This is an optimization exercise on Yosys and OpenROAD, whose aim is a short achievable clock period and few clock cycles, not a production implementation.
The RTL was checked by simulation tests, not by an equivalence proof against the original design.
Power and IR drop assume default switching activity.

--- flow/config.mk ---
export PLATFORM = sky130hd
export DESIGN_NAME = slede8_core
export DESIGN_NICKNAME = slede8_core
export VERILOG_FILES = /design/flow/design.v
export SDC_FILE = /design/flow/constraint.sdc
export NUM_CORES = 4
export LEC_CHECK = 0
export ABC_CLOCK_PERIOD_IN_PS = 3000
export CAP_MARGIN = 20
export CORE_MARGIN = 2
export CORE_UTILIZATION = 40
export SETUP_SLACK_MARGIN = 5
export SLEW_MARGIN = 20
--- flow/constraint.sdc ---
create_clock -name core_clock -period 10.0 [get_ports {clk}]
set_input_delay 2.0000 -clock core_clock [delete_from_list [all_inputs] [get_ports {clk}]]
set_output_delay 2.0000 -clock core_clock [all_outputs]
set_load 0.01 [all_outputs]
--- flow/design.v ---
module slede8_alu (
    input  wire [3:0] k,       
    input  wire [7:0] a,
    input  wire [7:0] b,
    output reg  [7:0] y,       
    output reg        cmp      
);
    always @(*) begin
        case (k)
            4'd0: y = a & b;
            4'd1: y = a | b;
            4'd2: y = a ^ b;
            4'd3: y = (b >= 8'd8) ? 8'd0 : (a << b[2:0]);
            4'd4: y = (b >= 8'd8) ? 8'd0 : (a >> b[2:0]);
            4'd5: y = a + b;
            4'd6: y = a - b;
            default: y = 8'd0;
        endcase
        case (k)
            4'd0: cmp = (a == b);
            4'd1: cmp = (a != b);
            4'd2: cmp = (a <  b);
            4'd3: cmp = (a <= b);
            4'd4: cmp = (a >  b);
            4'd5: cmp = (a >= b);
            default: cmp = 1'b0;
        endcase
    end
endmodule
module slede8_core (
    input  wire        clk,
    input  wire        rst,           
    input  wire [15:0] budget,        
    output wire        imem_req,
    output wire [11:0] imem_addr,
    input  wire        imem_ack,
    input  wire [15:0] imem_rdata,
    output wire        dmem_req,
    output wire        dmem_we,
    output wire [11:0] dmem_addr,
    output wire [7:0]  dmem_wdata,
    input  wire        dmem_ack,
    input  wire [7:0]  dmem_rdata,
    input  wire        in_avail,
    input  wire [7:0]  in_data,
    output wire        in_take,
    output wire        out_valid,
    output wire [7:0]  out_data,
    output wire        done,
    output wire [2:0]  fault_code,
    output wire [12:0] pc_out,
    output wire [16:0] tick_out,
    output wire        flag_out,
    output wire [5:0]  depth_out,
    input  wire [3:0]  dbg_addr,
    output wire [7:0]  dbg_data
);
    localparam STACK_DEPTH = 32;
    localparam F_NONE     = 3'd0;
    localparam F_BADCLASS = 3'd1;
    localparam F_BADSUBOP = 3'd2;
    localparam F_NORET    = 3'd3;
    localparam F_RECURSE  = 3'd4;
    localparam F_INPUT    = 3'd5;
    localparam F_BUDGET   = 3'd6;
    localparam F_FETCH    = 3'd7;
    reg        running;
    reg [2:0]  fcause;
    reg [7:0]  q [0:11];       
    reg [7:0]  cd [0:63];
    reg [5:0]  ct [0:63];
    reg        cv [0:63];
    reg        ps_v;           
    reg [3:0]  qlen;           
    reg [12:0] pc;             
    reg [12:0] pc2;            
    reg [12:0] tail;           
    reg [12:0] tail2;          
    reg [16:0] tick;
    reg [16:0] tick1;          
    reg [15:0] budget_q;
    reg        ok1;            
    reg        ok2;            
    reg        flag;
    reg [7:0]  regs [0:15];
    reg [12:0] stk  [0:STACK_DEPTH-1];    
    reg [5:0]  depth;
    reg        avail_q;        
    reg        took_q;         
    reg        ihold;          
    reg        ih_stale;       
    reg [11:0] ih_addr;
    reg        dhold;          
    reg [11:0] dh_addr;
    wire       hold_any = ihold || dhold;
    wire [11:0] ptr     = {regs[1][3:0], regs[0]};
    wire [12:0] tos     = stk[0];
    wire [15:0] w0 = {q[1], q[0]};
    wire [15:0] w1 = {q[3], q[2]};
    wire [3:0] cls0 = w0[3:0], op0 = w0[7:4], a1_0 = w0[11:8], a2_0 = w0[15:12];
    wire [3:0] cls1 = w1[3:0], op1 = w1[7:4], a1_1 = w1[11:8], a2_1 = w1[15:12];
    wire stopp0 = (cls0 == 4'h0),  stopp1 = (cls1 == 4'h0);
    wire seti0  = (cls0 == 4'h1),  seti1  = (cls1 == 4'h1);
    wire setr0  = (cls0 == 4'h2),  setr1  = (cls1 == 4'h2);
    wire finn0  = (cls0 == 4'h3),  finn1  = (cls1 == 4'h3);
    wire last0  = (cls0 == 4'h4) && (op0 == 4'd0), last1 = (cls1 == 4'h4) && (op1 == 4'd0);
    wire lagr0  = (cls0 == 4'h4) && (op0 == 4'd1), lagr1 = (cls1 == 4'h4) && (op1 == 4'd1);
    wire alu0   = (cls0 == 4'h5) && (op0 <= 4'd6), alu1  = (cls1 == 4'h5) && (op1 <= 4'd6);
    wire les0   = (cls0 == 4'h6) && (op0 == 4'd0), les1  = (cls1 == 4'h6) && (op1 == 4'd0);
    wire skriv0 = (cls0 == 4'h6) && (op0 == 4'd1), skriv1 = (cls1 == 4'h6) && (op1 == 4'd1);
    wire cmp0   = (cls0 == 4'h7) && (op0 <= 4'd5), cmp1  = (cls1 == 4'h7) && (op1 <= 4'd5);
    wire hopp0  = (cls0 == 4'h8),  hopp1  = (cls1 == 4'h8);
    wire bhopp0 = (cls0 == 4'h9),  bhopp1 = (cls1 == 4'h9);
    wire tur0   = (cls0 == 4'hA),  tur1   = (cls1 == 4'hA);
    wire retur0 = (cls0 == 4'hB),  retur1 = (cls1 == 4'hB);
    wire badc0  = (cls0 >= 4'hD),  badc1  = (cls1 >= 4'hD);
    wire bad0   = badc0 || ((cls0 == 4'h4) && (op0 >= 4'd2)) || ((cls0 == 4'h5) && (op0 >= 4'd7)) ||
                  ((cls0 == 4'h6) && (op0 >= 4'd2)) || ((cls0 == 4'h7) && (op0 >= 4'd6));
    wire bad1   = badc1 || ((cls1 == 4'h4) && (op1 >= 4'd2)) || ((cls1 == 4'h5) && (op1 >= 4'd7)) ||
                  ((cls1 == 4'h6) && (op1 >= 4'd2)) || ((cls1 == 4'h7) && (op1 >= 4'd6));
    wire mem0   = last0 || lagr0,  mem1 = last1 || lagr1;
    wire jmp1   = hopp1 || bhopp1 || tur1 || retur1;
    wire taken0 = hopp0 || tur0 || retur0 || (bhopp0 && flag);
    wire taken1 = hopp1 || tur1 || retur1 || (bhopp1 && flag);
    wire rd_a1_1  = setr1 || lagr1 || alu1 || skriv1 || cmp1;
    wire rd_a2_1  = alu1 || cmp1;
    wire rd_ptr_1 = last1 || lagr1;
    wire wv0      = seti0 || setr0 || last0 || alu0 || les0;
    wire [3:0] wa0 = (seti0 || setr0) ? op0 : a1_0;
    wire raw = (wv0 && ((rd_a1_1 && (wa0 == a1_1)) || (rd_a2_1 && (wa0 == a2_1)) ||
                        (rd_ptr_1 && (wa0[3:1] == 3'd0)))) ||
               (finn0 && ((rd_a1_1 && (a1_1[3:1] == 3'd0)) || (rd_a2_1 && (a2_1[3:1] == 3'd0)) ||
                          rd_ptr_1));
    wire [7:0] xa0 = regs[a1_0], xb0 = regs[a2_0];
    wire [7:0] xa1 = regs[a1_1], xb1 = regs[a2_1];
    wire [7:0] alu_y0, alu_y1;
    wire       cmp_y0, cmp_y1;
    slede8_alu u_alu0 (.k(op0), .a(xa0), .b(xb0), .y(alu_y0), .cmp(cmp_y0));
    slede8_alu u_alu1 (.k(op1), .a(xa1), .b(xb1), .y(alu_y1), .cmp(cmp_y1));
    wire st_empty = (depth == 6'd0);
    wire st_full  = depth[5];
    wire pc_halt  = pc[12];
    wire pc_f7    = (pc == 13'd4095);
    wire pc_term  = pc_halt || !ok1 || pc_f7;      
    wire have0    = (qlen >= 4'd2);
    wire have1    = (qlen >= 4'd4);
    wire noret0   = retur0 && st_empty;
    wire rec0     = tur0 && st_full;
    wire lesf0    = les0 && !took_q && !avail_q;
    wire term0    = have0 && (stopp0 || bad0 || noret0 || rec0 || lesf0);
    wire wait0    = les0 && took_q;
    wire can0     = running && !pc_term && have0 && !term0 && !wait0;
    wire go0      = can0 && !(mem0 && dhold);             
    wire ex0      = go0 && (!mem0 || dmem_ack);            
    wire any_term = running && (pc_term || term0);
    wire fin      = any_term && !hold_any;                 
    wire done_now = running && !hold_any && !pc_term && have0 && stopp0;
    wire p1 = have1 && go0 && ok2 && !hold_any && !taken0 && !lagr0 &&
              !stopp1 && !bad1 && !(retur1 && st_empty) && !(tur1 && st_full) &&
              !(mem0 && (mem1 || les1 || skriv1 || jmp1)) &&
              !(les0 && les1) && !(skriv0 && skriv1) &&
              !(les1 && (took_q || !avail_q)) &&
              !(cmp0 && bhopp1) && !raw;
    wire ex1 = p1 && ex0 && (!mem1 || dmem_ack);
    wire        red0  = go0 && taken0;
    wire        red1  = p1 && taken1;
    wire        redir = red0 || red1;
    wire        sel0  = have0 && taken0;
    wire        sel1  = have1 && taken1 && !taken0 && ok2 && !dhold && !wait0 && !mem0 &&
                        !(retur1 && st_empty) && !(tur1 && st_full) && !(cmp0 && bhopp1);
    wire [12:0] tos2   = tos + 13'd2;
    wire [12:0] j0     = {1'b0, w0[15:4]};
    wire [12:0] j1     = {1'b0, w1[15:4]};
    wire [12:0] j0_2   = j0 + 13'd2;
    wire [12:0] j1_2   = j1 + 13'd2;
    wire [12:0] tgt0   = retur0 ? tos : j0;
    wire [12:0] tgt1   = retur1 ? tos : j1;
    wire [12:0] tgt0_2 = retur0 ? tos2 : j0_2;
    wire [12:0] tgt1_2 = retur1 ? tos2 : j1_2;
    wire        tos_ok_i = (tos <= 13'd4094);
    wire        tos_ok_d = (tos <= 13'd4093);
    wire        okt0_i = retur0 ? tos_ok_i : (w0[15:4] != 12'hFFF);
    wire        okt0_d = retur0 ? tos_ok_d : (w0[15:5] != 11'h7FF);
    wire        okt1_i = retur1 ? tos_ok_i : (w1[15:4] != 12'hFFF);
    wire        okt1_d = retur1 ? tos_ok_d : (w1[15:5] != 11'h7FF);
    wire [12:0] tgt    = red0 ? tgt0 : tgt1;
    wire [12:0] tgt_2  = red0 ? tgt0_2 : tgt1_2;
    wire [11:0] d_h0  = ptr - pc2[11:0];
    wire [11:0] d_h1  = ptr - pc2[11:0] - 12'd2;
    wire        hz0   = lagr0 && (d_h0 < 12'd16);
    wire        hz1   = lagr1 && (d_h1 < 12'd16);
    wire        flush = (ex0 && hz0) || (ex1 && hz1);
    wire [12:0] pc4      = pc2 + 13'd2;
    wire [12:0] pc6      = pc2 + 13'd4;
    wire [12:0] flush_pc = (ex1 && hz1) ? pc4 : pc2;
    wire [12:0] flush_pc2 = (ex1 && hz1) ? pc6 : pc4;
    wire tail_ok_i = (tail <= 13'd4094) && (qlen <= 4'd10);
    wire tail_ok_d = (tail <= 13'd4093) && (qlen <= 4'd9);
    wire okf_i     = sel0 ? okt0_i : (sel1 ? okt1_i : tail_ok_i);
    wire okf_d     = sel0 ? okt0_d : (sel1 ? okt1_d : tail_ok_d);
    wire fresh_i   = running && !ihold && !any_term && okf_i;
    wire amem      = (have0 && mem0) || (have1 && mem1);
    wire memreq0   = go0 && mem0;
    wire memreq1   = p1 && mem1;
    wire memreq    = memreq0 || memreq1;
    wire fresh_d   = fresh_i && !dhold && !amem && okf_d;
    wire [12:0] fa  = sel0 ? tgt0 : (sel1 ? tgt1 : tail);
    wire [12:0] fa2 = sel0 ? tgt0_2 : (sel1 ? tgt1_2 : tail2);
    assign imem_req   = ihold || fresh_i;
    assign imem_addr  = ihold ? ih_addr : fa[11:0];
    assign dmem_req   = dhold || memreq || fresh_d;
    assign dmem_we    = !dhold && ((have0 && mem0) ? lagr0 : (have1 && lagr1));
    assign dmem_addr  = dhold ? dh_addr : (amem ? ptr : fa2[11:0]);
    assign dmem_wdata = lagr0 ? xa0 : xa1;
    assign in_take   = (go0 && les0) || (p1 && les1);
    assign out_valid = (go0 && skriv0) || (p1 && skriv1);
    assign out_data  = skriv0 ? xa0 : xa1;
    assign done       = !running || done_now;
    assign fault_code = fcause;
    assign pc_out     = done_now ? pc2 : pc;
    assign tick_out   = done_now ? tick1 : tick;
    assign flag_out   = flag;
    assign depth_out  = depth;
    assign dbg_data   = regs[dbg_addr];
    wire [7:0] fb0 = imem_rdata[7:0], fb1 = imem_rdata[15:8], fb2 = dmem_rdata;
    wire i_ok = imem_ack && !flush && (ihold ? (!ih_stale && !redir) : 1'b1);
    wire d_ok = fresh_d && dmem_ack && i_ok;
    wire [12:0] ra2 = tail2, ra3 = tail + 13'd3, ra4 = tail + 13'd4;
    wire [7:0]  c2 = cd[ra2[5:0]], c3 = cd[ra3[5:0]], c4 = cd[ra4[5:0]];
    wire        h2 = cv[ra2[5:0]] && (ct[ra2[5:0]] == ra2[11:6]) && !ra2[12];
    wire        h3 = cv[ra3[5:0]] && (ct[ra3[5:0]] == ra3[11:6]) && !ra3[12];
    wire        h4 = cv[ra4[5:0]] && (ct[ra4[5:0]] == ra4[11:6]) && !ra4[12];
    wire        csup = (qlen <= 4'd7) && !ps_v;
    wire [1:0]  e2 = !csup ? 2'd0 : (h2 ? (h3 ? 2'd2 : 2'd1) : 2'd0);    
    wire [1:0]  e3 = !csup ? 2'd0 : (h3 ? (h4 ? 2'd2 : 2'd1) : 2'd0);    
    wire [2:0]  app_r = i_ok ? (d_ok ? 3'd3 : 3'd2) : 3'd0;              
    wire [2:0]  app_n = i_ok ? (d_ok ? (3'd3 + {1'b0, e3}) : (3'd2 + {1'b0, e2})) : 3'd0;
    wire [2:0]  app   = redir ? app_r : app_n;
    wire [3:0]  s2 = 4'd2 + {2'd0, e2}, s3 = 4'd3 + {2'd0, e3};
    wire [3:0]  lk0 = qlen, lk2 = qlen - 4'd2, lk4 = qlen - 4'd4;
    wire [3:0]  ln0 = i_ok ? (d_ok ? lk0 + s3 : lk0 + s2) : lk0;
    wire [3:0]  ln2 = i_ok ? (d_ok ? lk2 + s3 : lk2 + s2) : lk2;
    wire [3:0]  ln4 = i_ok ? (d_ok ? lk4 + s3 : lk4 + s2) : lk4;
    wire [7:0]  in2 = d_ok ? fb2 : c2;
    wire [7:0]  in3 = c3;
    wire [7:0]  in4 = d_ok ? c4 : c3;
    wire [2:0] cons = ex0 ? (ex1 ? 3'd4 : 3'd2) : 3'd0;
    reg [7:0] nq0 [0:11];
    reg [7:0] nq2 [0:11];
    reg [7:0] nq4 [0:11];
    reg [7:0] nqr [0:11];
    integer k;
    always @(*) begin
        for (k = 0; k < 12; k = k + 1) begin
            nq0[k] = (k == qlen) ? fb0 : (k == qlen + 1) ? fb1 : (k == qlen + 2) ? in2 :
                     (k == qlen + 3) ? in3 : (k == qlen + 4) ? in4 : q[k];
            nq2[k] = (k + 2 == qlen) ? fb0 : (k + 1 == qlen) ? fb1 : (k == qlen) ? in2 :
                     (k == qlen + 1) ? in3 : (k == qlen + 2) ? in4 :
                     ((k < 10) ? q[(k+2)%12] : q[k]);
            nq4[k] = (k + 4 == qlen) ? fb0 : (k + 3 == qlen) ? fb1 : (k + 2 == qlen) ? in2 :
                     (k + 1 == qlen) ? in3 : (k == qlen) ? in4 :
                     ((k < 8) ? q[(k+4)%12] : q[k]);
            nqr[k] = (k == 0) ? fb0 : (k == 1) ? fb1 : (k == 2) ? fb2 : q[k];
        end
    end
    reg       we0, we1;
    reg [3:0] wa0r, wa1r;
    reg [7:0] wd0, wd1;
    always @(*) begin
        we0 = 1'b0; wa0r = a1_0; wd0 = 8'd0;
        if (ex0) begin
            if (seti0)      begin we0 = 1'b1; wa0r = op0;  wd0 = w0[15:8]; end
            else if (setr0) begin we0 = 1'b1; wa0r = op0;  wd0 = xa0;      end
            else if (last0) begin we0 = 1'b1; wa0r = a1_0; wd0 = dmem_rdata; end
            else if (alu0)  begin we0 = 1'b1; wa0r = a1_0; wd0 = alu_y0;   end
            else if (les0)  begin we0 = 1'b1; wa0r = a1_0; wd0 = in_data;  end
        end
        we1 = 1'b0; wa1r = a1_1; wd1 = 8'd0;
        if (ex1) begin
            if (seti1)      begin we1 = 1'b1; wa1r = op1;  wd1 = w1[15:8]; end
            else if (setr1) begin we1 = 1'b1; wa1r = op1;  wd1 = xa1;      end
            else if (last1) begin we1 = 1'b1; wa1r = a1_1; wd1 = dmem_rdata; end
            else if (alu1)  begin we1 = 1'b1; wa1r = a1_1; wd1 = alu_y1;   end
            else if (les1)  begin we1 = 1'b1; wa1r = a1_1; wd1 = in_data;  end
        end
    end
    integer i;
    always @(posedge clk) begin
        if (rst) begin
            for (i = 0; i < 16; i = i + 1)
                regs[i] <= 8'd0;
        end else begin
            for (i = 0; i < 16; i = i + 1) begin
                if (ex1 && (finn1 && (i == 0 || i == 1)))
                    regs[i] <= (i == 0) ? w1[11:4] : {4'd0, w1[15:12]};
                else if (we1 && wa1r == i)
                    regs[i] <= wd1;
                else if (ex0 && (finn0 && (i == 0 || i == 1)))
                    regs[i] <= (i == 0) ? w0[11:4] : {4'd0, w0[15:12]};
                else if (we0 && wa0r == i)
                    regs[i] <= wd0;
            end
        end
    end
    wire push = (ex0 && tur0) || (ex1 && tur1);
    wire pop  = (ex0 && retur0) || (ex1 && retur1);
    always @(posedge clk) begin
        if (push) begin
            stk[0] <= (ex1 && tur1) ? pc2 + 13'd2 : pc2;
            for (i = 1; i < STACK_DEPTH; i = i + 1)
                stk[i] <= stk[i-1];
        end else if (pop) begin
            for (i = 0; i < STACK_DEPTH - 1; i = i + 1)
                stk[i] <= stk[i+1];
        end
    end
    wire [1:0]  nstep = {1'b0, ex0} + {1'b0, ex1};
    wire [16:0] tick2 = tick + 17'd2;
    wire [16:0] tick3 = tick + 17'd3;
    wire        lt0 = (tick          < {1'b0, budget_q});
    wire        lt1 = (tick1         < {1'b0, budget_q});
    wire        lt2 = (tick2 < {1'b0, budget_q});
    wire        lt3 = (tick3 < {1'b0, budget_q});
    wire [12:0] tail3 = tail + 13'd3, tail4 = tail + 13'd4, tail5 = tail + 13'd5;
    wire [12:0] tail6 = tail + 13'd6, tail7 = tail + 13'd7;
    wire [12:0] tgt3  = tgt + 13'd3, tgt4 = tgt + 13'd4, tgt5 = tgt + 13'd5;
    wire [12:0] ts2  = (e2 == 2'd2) ? tail4 : (e2 == 2'd1) ? tail3 : tail2;
    wire [12:0] ts2b = (e2 == 2'd2) ? tail6 : (e2 == 2'd1) ? tail5 : tail4;
    wire [12:0] ts3  = (e3 == 2'd2) ? tail5 : (e3 == 2'd1) ? tail4 : tail3;
    wire [12:0] ts3b = (e3 == 2'd2) ? tail7 : (e3 == 2'd1) ? tail6 : tail5;
    reg  [12:0] pc_n, pc2_n, tail_n, tail2_n;
    always @(*) begin
        if (redir) begin
            pc_n = tgt;  pc2_n = tgt_2;
        end else if (flush) begin
            pc_n = flush_pc;  pc2_n = flush_pc2;
        end else if (cons == 3'd4) begin
            pc_n = pc4;  pc2_n = pc6;
        end else if (cons == 3'd2) begin
            pc_n = pc2;  pc2_n = pc4;
        end else begin
            pc_n = pc;   pc2_n = pc2;
        end
        if (flush) begin
            tail_n = flush_pc;  tail2_n = flush_pc2;
        end else if (redir) begin
            if (!i_ok)      begin tail_n = tgt;   tail2_n = tgt_2; end
            else if (d_ok)  begin tail_n = tgt3;  tail2_n = tgt5;  end
            else            begin tail_n = tgt_2; tail2_n = tgt4;  end
        end else begin
            if (!i_ok)      begin tail_n = tail;  tail2_n = tail2; end
            else if (d_ok)  begin tail_n = ts3;   tail2_n = ts3b;  end
            else            begin tail_n = ts2;   tail2_n = ts2b;  end
        end
    end
    always @(posedge clk) begin
        budget_q <= budget;
        avail_q  <= in_avail;
        if (rst) begin
            running  <= 1'b1;
            fcause   <= F_NONE;
            qlen     <= 4'd0;
            pc       <= 13'd0;
            pc2      <= 13'd2;
            tail     <= 13'd0;
            tail2    <= 13'd2;
            tick     <= 17'd0;
            tick1    <= 17'd1;
            ok1      <= (budget != 16'd0);
            ok2      <= (budget > 16'd1);
            flag     <= 1'b0;
            depth    <= 6'd0;
            took_q   <= 1'b0;
            ihold    <= 1'b0;
            ih_stale <= 1'b0;
            dhold    <= 1'b0;
        end else begin
            took_q <= in_take;
            ihold  <= imem_req && !imem_ack;
            if (imem_req && !imem_ack) begin
                ih_addr  <= imem_addr;
                ih_stale <= ihold ? (ih_stale || redir || flush) : flush;
            end
            dhold <= (dhold || fresh_d) && !dmem_ack;
            if (fresh_d)
                dh_addr <= dmem_addr;
            if (fin) begin
                running <= 1'b0;
                if (pc_halt) begin
                    fcause <= F_NONE;
                end else if (!ok1) begin
                    fcause <= F_BUDGET;
                    tick   <= tick1;
                end else if (pc_f7) begin
                    fcause <= F_FETCH;
                    tick   <= tick1;
                end else begin
                    tick   <= tick1;
                    pc     <= pc2;
                    if (stopp0)      fcause <= F_NONE;
                    else if (bad0)   fcause <= badc0 ? F_BADCLASS : F_BADSUBOP;
                    else if (noret0) fcause <= F_NORET;
                    else if (rec0)   fcause <= F_RECURSE;
                    else             fcause <= F_INPUT;
                end
            end else if (running) begin
                if (ex1 && cmp1)
                    flag <= cmp_y1;
                else if (ex0 && cmp0)
                    flag <= cmp_y0;
                if (push)
                    depth <= depth + 6'd1;
                else if (pop)
                    depth <= depth - 6'd1;
                tick  <= (nstep == 2'd0) ? tick  : (nstep == 2'd1) ? tick1 : tick2;
                tick1 <= (nstep == 2'd0) ? tick1 : (nstep == 2'd1) ? tick2 : tick3;
                ok1   <= (nstep == 2'd0) ? lt0 : (nstep == 2'd1) ? lt1 : lt2;
                ok2   <= (nstep == 2'd0) ? lt1 : (nstep == 2'd1) ? lt2 : lt3;
                pc    <= pc_n;
                pc2   <= pc2_n;
                tail  <= tail_n;
                tail2 <= tail2_n;
                qlen  <= redir ? {1'b0, app_r} : flush ? 4'd0 :
                         (cons == 3'd4) ? ln4 : (cons == 3'd2) ? ln2 : ln0;
                for (i = 0; i < 12; i = i + 1)
                    q[i] <= (redir || flush) ? nqr[i] : (cons == 3'd4) ? nq4[i] :
                            (cons == 3'd2) ? nq2[i] : nq0[i];
            end
        end
    end
    wire        st_do = (ex0 && lagr0) || (ex1 && lagr1);
    reg         pf_i, pf_d;
    reg  [11:0] pf_a;
    reg  [7:0]  pf_b0, pf_b1, pf_b2;
    reg  [11:0] ps_a;
    reg  [7:0]  ps_d;
    wire [11:0] pf_a1 = pf_a + 12'd1, pf_a2 = pf_a + 12'd2;
    always @(posedge clk) begin
        if (rst) begin
            pf_i <= 1'b0; pf_d <= 1'b0; ps_v <= 1'b0;
        end else begin
            pf_i <= i_ok; pf_d <= d_ok; ps_v <= st_do;
        end
        pf_a  <= redir ? tgt[11:0] : tail[11:0];
        pf_b0 <= fb0; pf_b1 <= fb1; pf_b2 <= fb2;
        ps_a  <= ptr; ps_d <= dmem_wdata;
        for (i = 0; i < 64; i = i + 1) begin
            if (rst) begin
                cv[i] <= 1'b0;
            end else if (ps_v && ps_a[5:0] == i) begin
                cv[i] <= 1'b1; ct[i] <= ps_a[11:6]; cd[i] <= ps_d;
            end else if (pf_i && pf_a[5:0] == i) begin
                cv[i] <= 1'b1; ct[i] <= pf_a[11:6]; cd[i] <= pf_b0;
            end else if (pf_i && pf_a1[5:0] == i) begin
                cv[i] <= 1'b1; ct[i] <= pf_a1[11:6]; cd[i] <= pf_b1;
            end else if (pf_d && pf_a2[5:0] == i) begin
                cv[i] <= 1'b1; ct[i] <= pf_a2[11:6]; cd[i] <= pf_b2;
            end
        end
    end
endmodule
--- flow/run.sh ---
#!/bin/bash
# synth_recipe.tcl (not shown) runs the flow's synth.tcl, then flattens the netlist and writes it again
# the make line also repeats each setting of config.mk as NAME=value (left out here)
make -C /OpenROAD-flow-scripts/flow DESIGN_CONFIG=/design/flow/config.mk WORK_HOME=/design/flow/orfs CLKGATE_MAP_FILE= SYNTH_SCRIPT=/design/flow/synth_recipe.tcl finish
==> out/results.txt <==
number of synthesized flops with an enable pin: 1434
number of library cell types mapped by synthesis: 117
H-Tree Depth: 4
Mean Syn Cell Area: 7.72 µm²
IO Pins: 151
root buffer cell: clkbuf_16
post-synthesis sequential area ratio: 0.350
Post-synth top flop: edfxtp_1
Synth Register Bits: 1807
number of global-route vias before repair: 189096
Failed at: global routing
GRT Total Usage: 0.732
Synth Instances: 18678
GRT overflow: 743
Num CTS Buffers: 215
num rows: 220
first-pass GRT wire length: 1850 mm
CTS Hold Bufs: 0
Die Height: 605 µm
syn_nets: 18919
routability cong.: 1.28
Mapped Area: 144000 µm²
error msg: [ERROR GRT-0116] Global routing finished with congestion. Check the congestion regions in the DRC Viewer.
yosys warns: 12
Port Buffer Count: 150
DP HPWL: 881 mm
ys async rst share: 0
outcome: stopped before the end
Clock Tree Buf Depth: 4
pin count of the biggest net entering global routing: 221
initial core utilization: 0.402
Die X: 605 µm
clock sink total: 1807
==> through the flow <==
stage / cell area [µm²] / utilization / instances / worst slack, ns
2_1_floorplan: 145000 / - / 18678 / 4.54
3_3_place_gp: 153000 / 0.428 / 22533 / 1.93
3_5_place_dp: 154000 / 0.428 / 22538 / 2.02
4_1_cts: 179000 / 0.498 / 23902 / 3.88
==> logic make-up after synthesis <==
kind of cell,count (synthesis),share of synthesized area
flops,1807,0.350
xor+xnor,196,0.0121
simple gates,7301,0.223
compound gates,6214,0.281
buf+inv,2143,0.0574
fa+ha+maj,185,0.0164
mux,832,0.0598
==> worst max path at each step <==
stage | end | slack, ns
detailed placement | qlen[3] | 2.02
CTS | dmem_req | 3.88
floorplan | qlen[3] | 4.54
global placement | qlen[3] | 1.93
==> timing repair <==
item / CTS
gates resized for setup: 2391
setup endpoints to repair: 1351
cloned: 86
pin swaps: 571
buffers inserted: 885
==> synth_stat cells (121+ instances only) <==
library cell / n / share of area
xnor2_1: 138 / 0.0084
nor2_1: 1873 / 0.049
dfxtp_1: 373 / 0.052
nand2_1: 3158 / 0.082
and2_1: 128 / 0.0056
ha_1: 176 / 0.015
a211oi_1: 446 / 0.023
mux2i_1: 697 / 0.048
inv_1: 197 / 0.0051
o211ai_1: 318 / 0.017
a21oi_1: 1518 / 0.053
clkbuf_1: 1597 / 0.042
mux2_2: 121 / 0.0094
edfxtp_1: 1434 / 0.30
nand4_1: 316 / 0.014
a31oi_1: 162 / 0.0070
o21ai_0: 1480 / 0.051
a221oi_1: 181 / 0.011
o22ai_1: 152 / 0.0066
nand3_1: 901 / 0.031
a21o_1: 137 / 0.0071
a22o_1: 184 / 0.011
buf_1: 198 / 0.0052
nor3_1: 238 / 0.0083
a22oi_1: 683 / 0.036
==> routing by layer <==
metal,global-route usage,GRT overflow
met5,0.307,4
met4,0.623,351
met3,0.605,15
met2,0.850,368
met1,0.790,5
==> power groups by stage <==
stage               Clock [µW]  Combinational (µW)  Sequential [µW]
floorplan                    0               17600             9980
global placement             0               30800            10900
detailed placement           0               30900            10900
CTS                       8210               41200            10600
Testbench counts, summed over its fixed seeds: cycles 16,491.
